From an optimization exercise on the open Yosys and OpenROAD flow, aimed at small area, a short achievable clock period and few clock cycles per item; shortcuts taken in it are not production practice. At most, simulation tests tie the RTL to the original design; equivalence was not proved. Power figures rest on the tool's default switching activity, not on a simulated workload.

Setup of raven:
==> flow/design.v (excerpt) <==
module uecp_frame_dec (
    input  wire       clk,
    input  wire       rst,
    input  wire       in_valid,
    output wire       in_ready,
    input  wire [7:0] in_data,
    input  wire       in_last,
    output reg        res_valid,
    input  wire       res_ready,
    output reg  [2:0] res_status,
    output wire [9:0] res_site,
    output wire [5:0] res_enc,
    output wire [7:0] res_seq,
    output wire [7:0] res_mel,
    output wire [7:0] res_nelem
);
    localparam [2:0] ST_OK      = 3'd0;
    localparam [2:0] ST_UNKNOWN = 3'd1;
    localparam [2:0] ST_CRC     = 3'd2;
    localparam [2:0] ST_SHORT   = 3'd4;
    localparam [1:0] W_CODE  = 2'd0;   
    localparam [1:0] W_SKIPC = 2'd1;   
    localparam [1:0] W_SKIPL = 2'd2;   
    localparam [1:0] W_LEN   = 2'd3;   
    function [7:0] lut;
        input [7:0] b;
        input       off;
        reg c01, c02, c03, c07, c0A, c13, c1A, c16, c0D, c19, c1C, c2D, c17;
        begin
            c01 = off ? (b == 8'h04) : (b == 8'h01);
            c02 = off ? (b == 8'h05) : (b == 8'h02);
            c03 = off ? (b == 8'h06) : (b == 8'h03);
            c07 = off ? (b == 8'h0A) : (b == 8'h07);
            c0A = off ? (b == 8'h0D) : (b == 8'h0A);
            c13 = off ? (b == 8'h16) : (b == 8'h13);
            c1A = off ? (b == 8'h1D) : (b == 8'h1A);
            c16 = off ? (b == 8'h19) : (b == 8'h16);
            c0D = off ? (b == 8'h10) : (b == 8'h0D);
            c19 = off ? (b == 8'h1C) : (b == 8'h19);
            c1C = off ? (b == 8'h1F) : (b == 8'h1C);
  ...
Size: roughly 580 cells after synthesis, about 110 flip-flops, about 58 I/O pins, roughly 5400 µm² of cells after synthesis.
export LEC_CHECK = 0
export CAP_MARGIN = 20
export CORE_MARGIN = 2
export CORE_UTILIZATION = 40
export SETUP_SLACK_MARGIN = 1.85
export SLEW_MARGIN = 20
create_clock -name core_clock -period 3.5 [get_ports {clk}]
standard.sh (not shown) runs the stock make flow with config.mk's settings and CLKGATE_MAP_FILE= SYNTH_SCRIPT=/design/flow/synth_recipe.tcl, a recipe that flattens the netlist after the stock synthesis.
==> flow/flow/run.sh <==
#!/bin/bash
# Standard layout, with the I/O port buffers built from a small buffer cell
# instead of the delay cell buffer_ports picks on its own. Synthesis is the
# standard one (standard.sh synth), so the registers keep their names.
set -euo pipefail
bash standard.sh synth > synth.log 2>&1
bash standard.sh BUFFER_PORTS_ARGS="-buffer_cell sky130_fd_sc_hd__buf_2" finish > layout.log 2>&1
Testbench counts of raven, summed over its fixed seeds: cycles 39,233, frames 384.
--- input diff raven..nickel ---
--- a/flow/design.v
+++ b/flow/design.v
@@ -15,41 +15,39 @@
     output wire [7:0] res_nelem
 );
     localparam [2:0] ST_OK      = 3'd0;
     localparam [2:0] ST_UNKNOWN = 3'd1;
     localparam [2:0] ST_CRC     = 3'd2;
     localparam [2:0] ST_SHORT   = 3'd4;
     localparam [1:0] W_CODE  = 2'd0;   
     localparam [1:0] W_SKIPC = 2'd1;   
     localparam [1:0] W_SKIPL = 2'd2;   
     localparam [1:0] W_LEN   = 2'd3;   
-    function [7:0] lut;
+    function [6:0] lut;
         input [7:0] b;
         input       off;
         reg c01, c02, c03, c07, c0A, c13, c1A, c16, c0D, c19, c1C, c2D, c17;
         begin
             c01 = off ? (b == 8'h04) : (b == 8'h01);
             c02 = off ? (b == 8'h05) : (b == 8'h02);
             c03 = off ? (b == 8'h06) : (b == 8'h03);
             c07 = off ? (b == 8'h0A) : (b == 8'h07);
             c0A = off ? (b == 8'h0D) : (b == 8'h0A);
             c13 = off ? (b == 8'h16) : (b == 8'h13);
             c1A = off ? (b == 8'h1D) : (b == 8'h1A);
             c16 = off ? (b == 8'h19) : (b == 8'h16);
             c0D = off ? (b == 8'h10) : (b == 8'h0D);
             c19 = off ? (b == 8'h1C) : (b == 8'h19);
             c1C = off ? (b == 8'h1F) : (b == 8'h1C);
             c2D = off ? (b == 8'h30) : (b == 8'h2D);
             c17 = off ? (b == 8'h1A) : (b == 8'h17);
-            lut[7] = c16 | c19 | c1C;
-            lut[6] = c01 | c02 | c03 | c07 | c0A | c13 | c1A | c16 | c0D |
-                     c19 | c1C | c2D | c17;
+            lut[6] = c16 | c19 | c1C;
             lut[5] = c2D | c17;
             lut[4] = c0A | c13 | c16;
             lut[3] = c02 | c0D;
             lut[2] = c01;
             lut[1] = c02 | c03 | c07 | c1A | c0A | c13;
             lut[0] = c03 | c07 | c1A | c16 | c19 | c1C;
         end
     endfunction
     function [15:0] crc_step;
         input [15:0] a_in;
@@ -61,21 +59,21 @@
             a = a ^ {12'h000, a[7:4]};
             a = a ^ {a[3:0], 12'h000};
             a = a ^ {3'b000, a[7:0], 5'b00000};
             crc_step = a;
         end
     endfunction
     reg        rdy;           
     reg        first;         
     reg        esc;           
     reg  [7:0] u_r;           
-    reg  [7:0] l_r;           
+    reg  [6:0] l_r;           
     reg        uz_r, u1_r;    
     reg        uv_r;          
     reg        end_r;         
     reg        endesc_r;      
     reg        rst_r;         
     reg        u_go, e_go;    
     assign in_ready = rdy;
     wire accept = in_valid && rdy;
     wire mid    = !first && !in_last;
     always @(posedge clk) begin
@@ -107,22 +105,22 @@
     end
     always @(posedge clk) begin
         if (rdy) begin
             u_r      <= esc ? (in_data + 8'hFD) : in_data;
             l_r      <= lut(in_data, esc);
             uz_r     <= esc ? (in_data == 8'h03) : (in_data == 8'h00);
             u1_r     <= esc ? (in_data == 8'h04) : (in_data == 8'h01);
             endesc_r <= esc;
         end
     end
-    wire       lskip1 = l_r[7];
-    wire       lv     = l_r[6];
+    wire       lskip1 = l_r[6];
+    wire       lv     = l_r[5] || l_r[3:0] != 4'd0;    
     wire       llen   = l_r[5];
     wire       lskipl = l_r[4];
     wire [3:0] lskip  = l_r[3:0];
     reg [15:0] crc;
     reg        crc_ok;        
     reg  [2:0] ph;            
     reg        inb;           
     reg  [7:0] addr_hi, addr_lo, seq, mel, nelem;
     reg  [7:0] body_rem;
     reg  [1:0] wstate;
[summary]
nickel: met3 track demand over resource in global routing 0.90 points below raven
Cell count of the worst reg-to-reg path: nickel < raven
Number of antenna repair diodes of nickel is on par with raven.
Taking raven as the reference, in nickel wire length picked up an extra 510 µm; setup slack fell 0.12 ns; worst path arrival time went up by 0.27 ns; net switching power has increased; hold violation count in the final report shows no meaningful change.
Summary: with raven as the reference, non-clock inverter instance count of the final layout in nickel moved up by a little under 10%.
Comparing raven and nickel, core utilization is higher on nickel.
The wire length of the first global-routing pass of nickel exceeds that of raven by about 3.5%.
Library cell contributing the largest single delay on the critical path = sky130_fd_sc_hd__or4_4: nickel; library cell contributing the largest single delay on the critical path = sky130_fd_sc_hd__edfxtp_1: raven
nickel ended with more actual slew at the worst max-slew pin than raven.
No functional check of the RTL was part of nickel.


Setup of main:
The RTL this note starts from:
==> flow/design.v <==
module uecp_frame_dec (
    input  wire       clk,
    input  wire       rst,
    input  wire       in_valid,
    output wire       in_ready,
    input  wire [7:0] in_data,
    input  wire       in_last,
    output reg        res_valid,
    input  wire       res_ready,
    output reg  [2:0] res_status,
    output wire [9:0] res_site,
    output wire [5:0] res_enc,
    output wire [7:0] res_seq,
    output wire [7:0] res_mel,
    output wire [7:0] res_nelem
);
    localparam [2:0] ST_OK      = 3'd0;
    localparam [2:0] ST_UNKNOWN = 3'd1;
    localparam [2:0] ST_CRC     = 3'd2;
    localparam [2:0] ST_SHORT   = 3'd4;
    localparam [1:0] W_CODE  = 2'd0;   
    localparam [1:0] W_SKIPC = 2'd1;   
    localparam [1:0] W_SKIPL = 2'd2;   
    localparam [1:0] W_LEN   = 2'd3;   
    function [6:0] lut;
        input [7:0] b;
        input       off;
        reg c01, c02, c03, c07, c0A, c13, c1A, c16, c0D, c19, c1C, c2D, c17;
        begin
            c01 = off ? (b == 8'h04) : (b == 8'h01);
            c02 = off ? (b == 8'h05) : (b == 8'h02);
            c03 = off ? (b == 8'h06) : (b == 8'h03);
            c07 = off ? (b == 8'h0A) : (b == 8'h07);
            c0A = off ? (b == 8'h0D) : (b == 8'h0A);
            c13 = off ? (b == 8'h16) : (b == 8'h13);
            c1A = off ? (b == 8'h1D) : (b == 8'h1A);
            c16 = off ? (b == 8'h19) : (b == 8'h16);
            c0D = off ? (b == 8'h10) : (b == 8'h0D);
            c19 = off ? (b == 8'h1C) : (b == 8'h19);
            c1C = off ? (b == 8'h1F) : (b == 8'h1C);
            c2D = off ? (b == 8'h30) : (b == 8'h2D);
            c17 = off ? (b == 8'h1A) : (b == 8'h17);
            lut[6] = c16 | c19 | c1C;
            lut[5] = c2D | c17;
            lut[4] = c0A | c13 | c16;
            lut[3] = c02 | c0D;
            lut[2] = c01;
            lut[1] = c02 | c03 | c07 | c1A | c0A | c13;
            lut[0] = c03 | c07 | c1A | c16 | c19 | c1C;
        end
    endfunction
    function [15:0] crc_step;
        input [15:0] a_in;
        input [7:0]  c;
        reg   [15:0] a;
        begin
            a = {a_in[7:0], a_in[15:8]};
            a = a ^ {8'h00, c};
            a = a ^ {12'h000, a[7:4]};
            a = a ^ {a[3:0], 12'h000};
            a = a ^ {3'b000, a[7:0], 5'b00000};
            crc_step = a;
        end
    endfunction
    reg        rdy;           
    reg        first;         
    reg        esc;           
    reg  [7:0] u_r;           
    reg  [6:0] l_r;           
    reg        uz_r, u1_r;    
    reg        uv_r;          
    reg        end_r;         
    reg        endesc_r;      
    reg        rst_r;         
    reg        pend;          
    assign in_ready = rdy;
    wire accept = in_valid && rdy;
    wire mid    = !first && !in_last;
    always @(posedge clk) begin
        if (rst) begin
            first <= 1'b1;
            esc   <= 1'b0;
        end else if (accept) begin
            first <= in_last;
            esc   <= mid && !esc && (in_data == 8'hFD);
        end
    end
    always @(posedge clk)
        rst_r <= rst;
    wire end_nx = accept && in_last;
    always @(posedge clk) begin
        if (rst) begin
            uv_r  <= 1'b0;
            end_r <= 1'b0;
        end else begin
            uv_r  <= accept && mid && (esc || in_data != 8'hFD);
            end_r <= end_nx;
        end
    end
    always @(posedge clk) begin
        u_r      <= esc ? (in_data + 8'hFD) : in_data;
        l_r      <= lut(in_data, esc);
        uz_r     <= esc ? (in_data == 8'h03) : (in_data == 8'h00);
        u1_r     <= esc ? (in_data == 8'h04) : (in_data == 8'h01);
        endesc_r <= esc;
    end
    wire u_go = uv_r;
    wire e_go = end_r;
    wire       lskip1 = l_r[6];
    wire       lv     = l_r[5] || l_r[3:0] != 4'd0;    
    wire       llen   = l_r[5];
    wire       lskipl = l_r[4];
    wire [3:0] lskip  = l_r[3:0];
    reg [15:0] crc;
    reg        crc_ok;        
    reg  [2:0] ph;            
    reg        inb;           
    reg  [7:0] addr_hi, addr_lo, seq, mel;
    reg  [6:0] nelem;         
    reg  [7:0] body_rem;
    reg  [1:0] wstate;
    reg        werr;
    reg  [7:0] skip;
    reg        skip1;         
    assign res_site  = {addr_hi, addr_lo[7:6]};
    assign res_enc   = addr_lo[5:0];
    assign res_seq   = seq;
    assign res_mel   = mel;
    assign res_nelem = {1'b0, nelem};
    reg [2:0] verdict;
    always @(*) begin
        if (endesc_r || ph < 3'd2)
            verdict = ST_SHORT;
        else if (!crc_ok)
            verdict = ST_CRC;
        else if (ph != 3'd6)
            verdict = ST_SHORT;
        else if (werr)
            verdict = ST_UNKNOWN;
        else if (wstate != W_CODE)
            verdict = ST_SHORT;
        else
            verdict = ST_OK;
    end
    wire ok  = !endesc_r && crc_ok && ph == 3'd6 && !werr && wstate == W_CODE;
    wire busy  = res_valid && !res_ready;
    wire put_e = e_go && !busy;            
    wire put_p = pend && !busy;            
    wire clr   = (put_e && !ok) || put_p;
    wire res_valid_nx = busy || put_e || put_p;
    wire pend_nx      = busy && (pend || e_go);
    wire first_nx     = accept ? in_last : first;
    wire rdy_nx       = first_nx ? !(pend_nx || (end_nx && res_valid_nx))
                                 : !(res_valid_nx || end_nx || pend_nx);
    always @(posedge clk) begin
        if (rst) begin
            res_valid <= 1'b0;
            pend      <= 1'b0;
            rdy       <= 1'b1;
        end else begin
            res_valid <= res_valid_nx;
            pend      <= pend_nx;
            rdy       <= rdy_nx;
        end
    end
    always @(posedge clk)
        if (put_e || put_p)
            res_status <= put_e ? verdict : ST_SHORT;
    wire [15:0] crc_nx = crc_step(crc, u_r);
    always @(posedge clk) begin
        if (rst_r || e_go) begin
            crc    <= 16'hFFFF;
            crc_ok <= 1'b0;
            ph     <= 3'd0;
            inb    <= 1'b0;
        end else if (u_go) begin
            crc    <= crc_nx;
            crc_ok <= (crc_nx == 16'h1D0F);
            if (!ph[2] || (ph == 3'd4 && !inb) || ph == 3'd5)
                ph <= ph + 3'd1;
            if (ph == 3'd3)
                inb <= !uz_r;
            else if (inb && body_rem == 8'd1)
                inb <= 1'b0;
        end
    end
    always @(posedge clk) begin
        if (u_go) begin
            if (ph == 3'd3)
                body_rem <= u_r;
            else
                body_rem <= body_rem - 8'd1;
        end
    end
    always @(posedge clk) begin
        if (clr) begin
            addr_hi <= 8'd0;
            addr_lo <= 8'd0;
            seq     <= 8'd0;
            mel     <= 8'd0;
        end else if (u_go && !ph[2]) begin
            addr_hi <= addr_lo;
            addr_lo <= seq;
            seq     <= mel;
            mel     <= u_r;
        end
    end
    wire b_go = u_go && inb && !werr;
    always @(posedge clk) begin
        if (clr || (u_go && ph == 3'd3))
            nelem <= 7'd0;
        else if (b_go && ((wstate == W_SKIPC && skip1) || (wstate == W_LEN && uz_r)))
            nelem <= nelem + 7'd1;        
    end
    always @(posedge clk) begin
        if (rst_r || e_go) begin
            wstate <= W_CODE;
            werr   <= 1'b0;
        end else if (b_go) begin
            case (wstate)
                W_CODE: begin
                    if (!lv)
                        werr <= 1'b1;
                    else if (llen)
                        wstate <= W_LEN;
                    else
                        wstate <= lskipl ? W_SKIPL : W_SKIPC;
                end
                W_SKIPC, W_SKIPL: begin
                    if (skip1)
                        wstate <= (wstate == W_SKIPL) ? W_LEN : W_CODE;
                end
                W_LEN: begin
                    if (!uz_r)
                        wstate <= W_SKIPC;
                    else
                        wstate <= W_CODE;
                end
            endcase
        end
    end
    always @(posedge clk) begin
        if (b_go) begin
            case (wstate)
                W_CODE:  begin skip <= {4'd0, lskip}; skip1 <= lskip1;         end
                W_LEN:   begin skip <= u_r;           skip1 <= u1_r;           end
                default: begin skip <= skip - 8'd1;   skip1 <= (skip == 8'd2); end
            endcase
        end
    end
endmodule
clock: 3.5 ns
lec_check: 0
cap_margin: 20
core_margin: 2
core_utilization: 40
setup_slack_margin: 1.9
slew_margin: 20
Scripts as last shown in full above: flow/flow/run.sh
main finished every step from synthesis to the final layout, and the layout passed the timing, DRC and antenna checks.
Testbench counts of main, summed over its fixed seeds: cycles 39,609, frames 384.
> inputs changed (main -> the feature branch)
--- a/flow/design.v
+++ b/flow/design.v
@@ -19,13 +19,13 @@
     localparam [2:0] ST_CRC     = 3'd2;
     localparam [2:0] ST_SHORT   = 3'd4;
     localparam [1:0] W_CODE  = 2'd0;   
     localparam [1:0] W_SKIPC = 2'd1;   
     localparam [1:0] W_SKIPL = 2'd2;   
     localparam [1:0] W_LEN   = 2'd3;   
-    function [6:0] lut;
+    function [5:0] lut;
         input [7:0] b;
         input       off;
         reg c01, c02, c03, c07, c0A, c13, c1A, c16, c0D, c19, c1C, c2D, c17;
         begin
             c01 = off ? (b == 8'h04) : (b == 8'h01);
             c02 = off ? (b == 8'h05) : (b == 8'h02);
@@ -37,13 +37,12 @@
             c16 = off ? (b == 8'h19) : (b == 8'h16);
             c0D = off ? (b == 8'h10) : (b == 8'h0D);
             c19 = off ? (b == 8'h1C) : (b == 8'h19);
             c1C = off ? (b == 8'h1F) : (b == 8'h1C);
             c2D = off ? (b == 8'h30) : (b == 8'h2D);
             c17 = off ? (b == 8'h1A) : (b == 8'h17);
-            lut[6] = c16 | c19 | c1C;
             lut[5] = c2D | c17;
             lut[4] = c0A | c13 | c16;
             lut[3] = c02 | c0D;
             lut[2] = c01;
             lut[1] = c02 | c03 | c07 | c1A | c0A | c13;
             lut[0] = c03 | c07 | c1A | c16 | c19 | c1C;
@@ -63,16 +62,17 @@
         end
     endfunction
     reg        rdy;           
     reg        first;         
     reg        esc;           
     reg  [7:0] u_r;           
-    reg  [6:0] l_r;           
-    reg        uz_r, u1_r;    
+    reg  [5:0] l_r;           
+    reg        uz_r;          
     reg        uv_r;          
     reg        end_r;         
+    reg        one_r;         
     reg        endesc_r;      
     reg        rst_r;         
     reg        pend;          
     assign in_ready = rdy;
     wire accept = in_valid && rdy;
     wire mid    = !first && !in_last;
@@ -89,27 +89,27 @@
         rst_r <= rst;
     wire end_nx = accept && in_last;
     always @(posedge clk) begin
         if (rst) begin
             uv_r  <= 1'b0;
             end_r <= 1'b0;
+            one_r <= 1'b0;
         end else begin
             uv_r  <= accept && mid && (esc || in_data != 8'hFD);
             end_r <= end_nx;
+            one_r <= end_nx && first;
         end
     end
     always @(posedge clk) begin
         u_r      <= esc ? (in_data + 8'hFD) : in_data;
         l_r      <= lut(in_data, esc);
         uz_r     <= esc ? (in_data == 8'h03) : (in_data == 8'h00);
-        u1_r     <= esc ? (in_data == 8'h04) : (in_data == 8'h01);
         endesc_r <= esc;
     end
     wire u_go = uv_r;
     wire e_go = end_r;
-    wire       lskip1 = l_r[6];
     wire       lv     = l_r[5] || l_r[3:0] != 4'd0;    
     wire       llen   = l_r[5];
     wire       lskipl = l_r[4];
     wire [3:0] lskip  = l_r[3:0];
     reg [15:0] crc;
     reg        crc_ok;        
@@ -140,20 +140,19 @@
         else if (wstate != W_CODE)
             verdict = ST_SHORT;
         else
             verdict = ST_OK;
     end
     wire ok  = !endesc_r && crc_ok && ph == 3'd6 && !werr && wstate == W_CODE;
-    wire busy  = res_valid && !res_ready;
-    wire put_e = e_go && !busy;            
-    wire put_p = pend && !busy;            
+    wire put_e = e_go && !one_r;           
+    wire put_p = pend && !res_valid;       
     wire clr   = (put_e && !ok) || put_p;
-    wire res_valid_nx = busy || put_e || put_p;
-    wire pend_nx      = busy && (pend || e_go);
+    wire res_valid_nx = (res_valid && !res_ready) || put_e || put_p;
+    wire pend_nx      = (pend && res_valid) || (e_go && one_r);
     wire first_nx     = accept ? in_last : first;
-    wire rdy_nx       = first_nx ? !(pend_nx || (end_nx && res_valid_nx))
+    wire rdy_nx       = first_nx ? !((pend_nx && res_valid_nx) || (end_nx && first))
                                  : !(res_valid_nx || end_nx || pend_nx);
     always @(posedge clk) begin
         if (rst) begin
             res_valid <= 1'b0;
             pend      <= 1'b0;
             rdy       <= 1'b1;
@@ -239,13 +238,13 @@
             endcase
         end
     end
     always @(posedge clk) begin
         if (b_go) begin
             case (wstate)
-                W_CODE:  begin skip <= {4'd0, lskip}; skip1 <= lskip1;         end
-                W_LEN:   begin skip <= u_r;           skip1 <= u1_r;           end
+                W_CODE:  begin skip <= {4'd0, lskip}; skip1 <= (lskip == 4'd1);       end
+                W_LEN:   begin skip <= u_r;           skip1 <= (u_r == 8'd1);       end
                 default: begin skip <= skip - 8'd1;   skip1 <= (skip == 8'd2); end
             endcase
         end
     end
 endmodule
Results
Against main, global-route wire length before repair in the feature branch rose by a little under 10%.
Number of sequential storage elements across main and the feature branch: no real change.
Data arrival time of the critical path ended up 1.05 ns higher on the feature branch than on main.
Compared with main, in the feature branch clock edge transition at the registers on the reported setup and hold paths now sits at about the same level; cell area after synthesis now sits higher; cell-internal power now sits higher.
The RTL of the feature branch was laid out without a check of its function.

[afterwards: timing with drivers on the ports]
No port has a modelled driver above. Below, the same layouts with a new extraction and two added sets of constraints. Step 1: set_driving_cell puts a clkbuf_16 on clk and a buf_2 on each other input, an assumption about the parent block. Step 2, shift: input delay + t, output delay - t, t = (earliest + latest rising clock arrival at the registers) / 2. This alone moves slack from input paths to output paths. a / b / c = ideal ports / drivers / drivers and shift; a / b = the first two.
| run | t (ns) | setup slack, ns | worst hold slack (ns) | worst slew at a driven data input, ns |
|---|---|---|---|---|
| raven | 0.390 | 1.846 / 1.836 / 1.446 | 0.451 / 0.451 / 0.451 | 0.06 |
| nickel | 0.386 | 1.730 / 1.730 / 1.499 | 0.451 / 0.451 / 0.451 | 0.04 |
| main | 0.374 | 1.937 / 1.901 / 1.617 | 0.449 / 0.449 / 0.449 | 0.03 |
| the feature branch | 0.378 | 1.873 / 1.873 / 1.529 | 0.454 / 0.454 / 0.454 | 0.06 |
After both steps every run listed still meets setup and hold. For raven, which loses most, drivers alone change the setup slack by -0.010 ns; drivers and shift together by -0.400 ns.
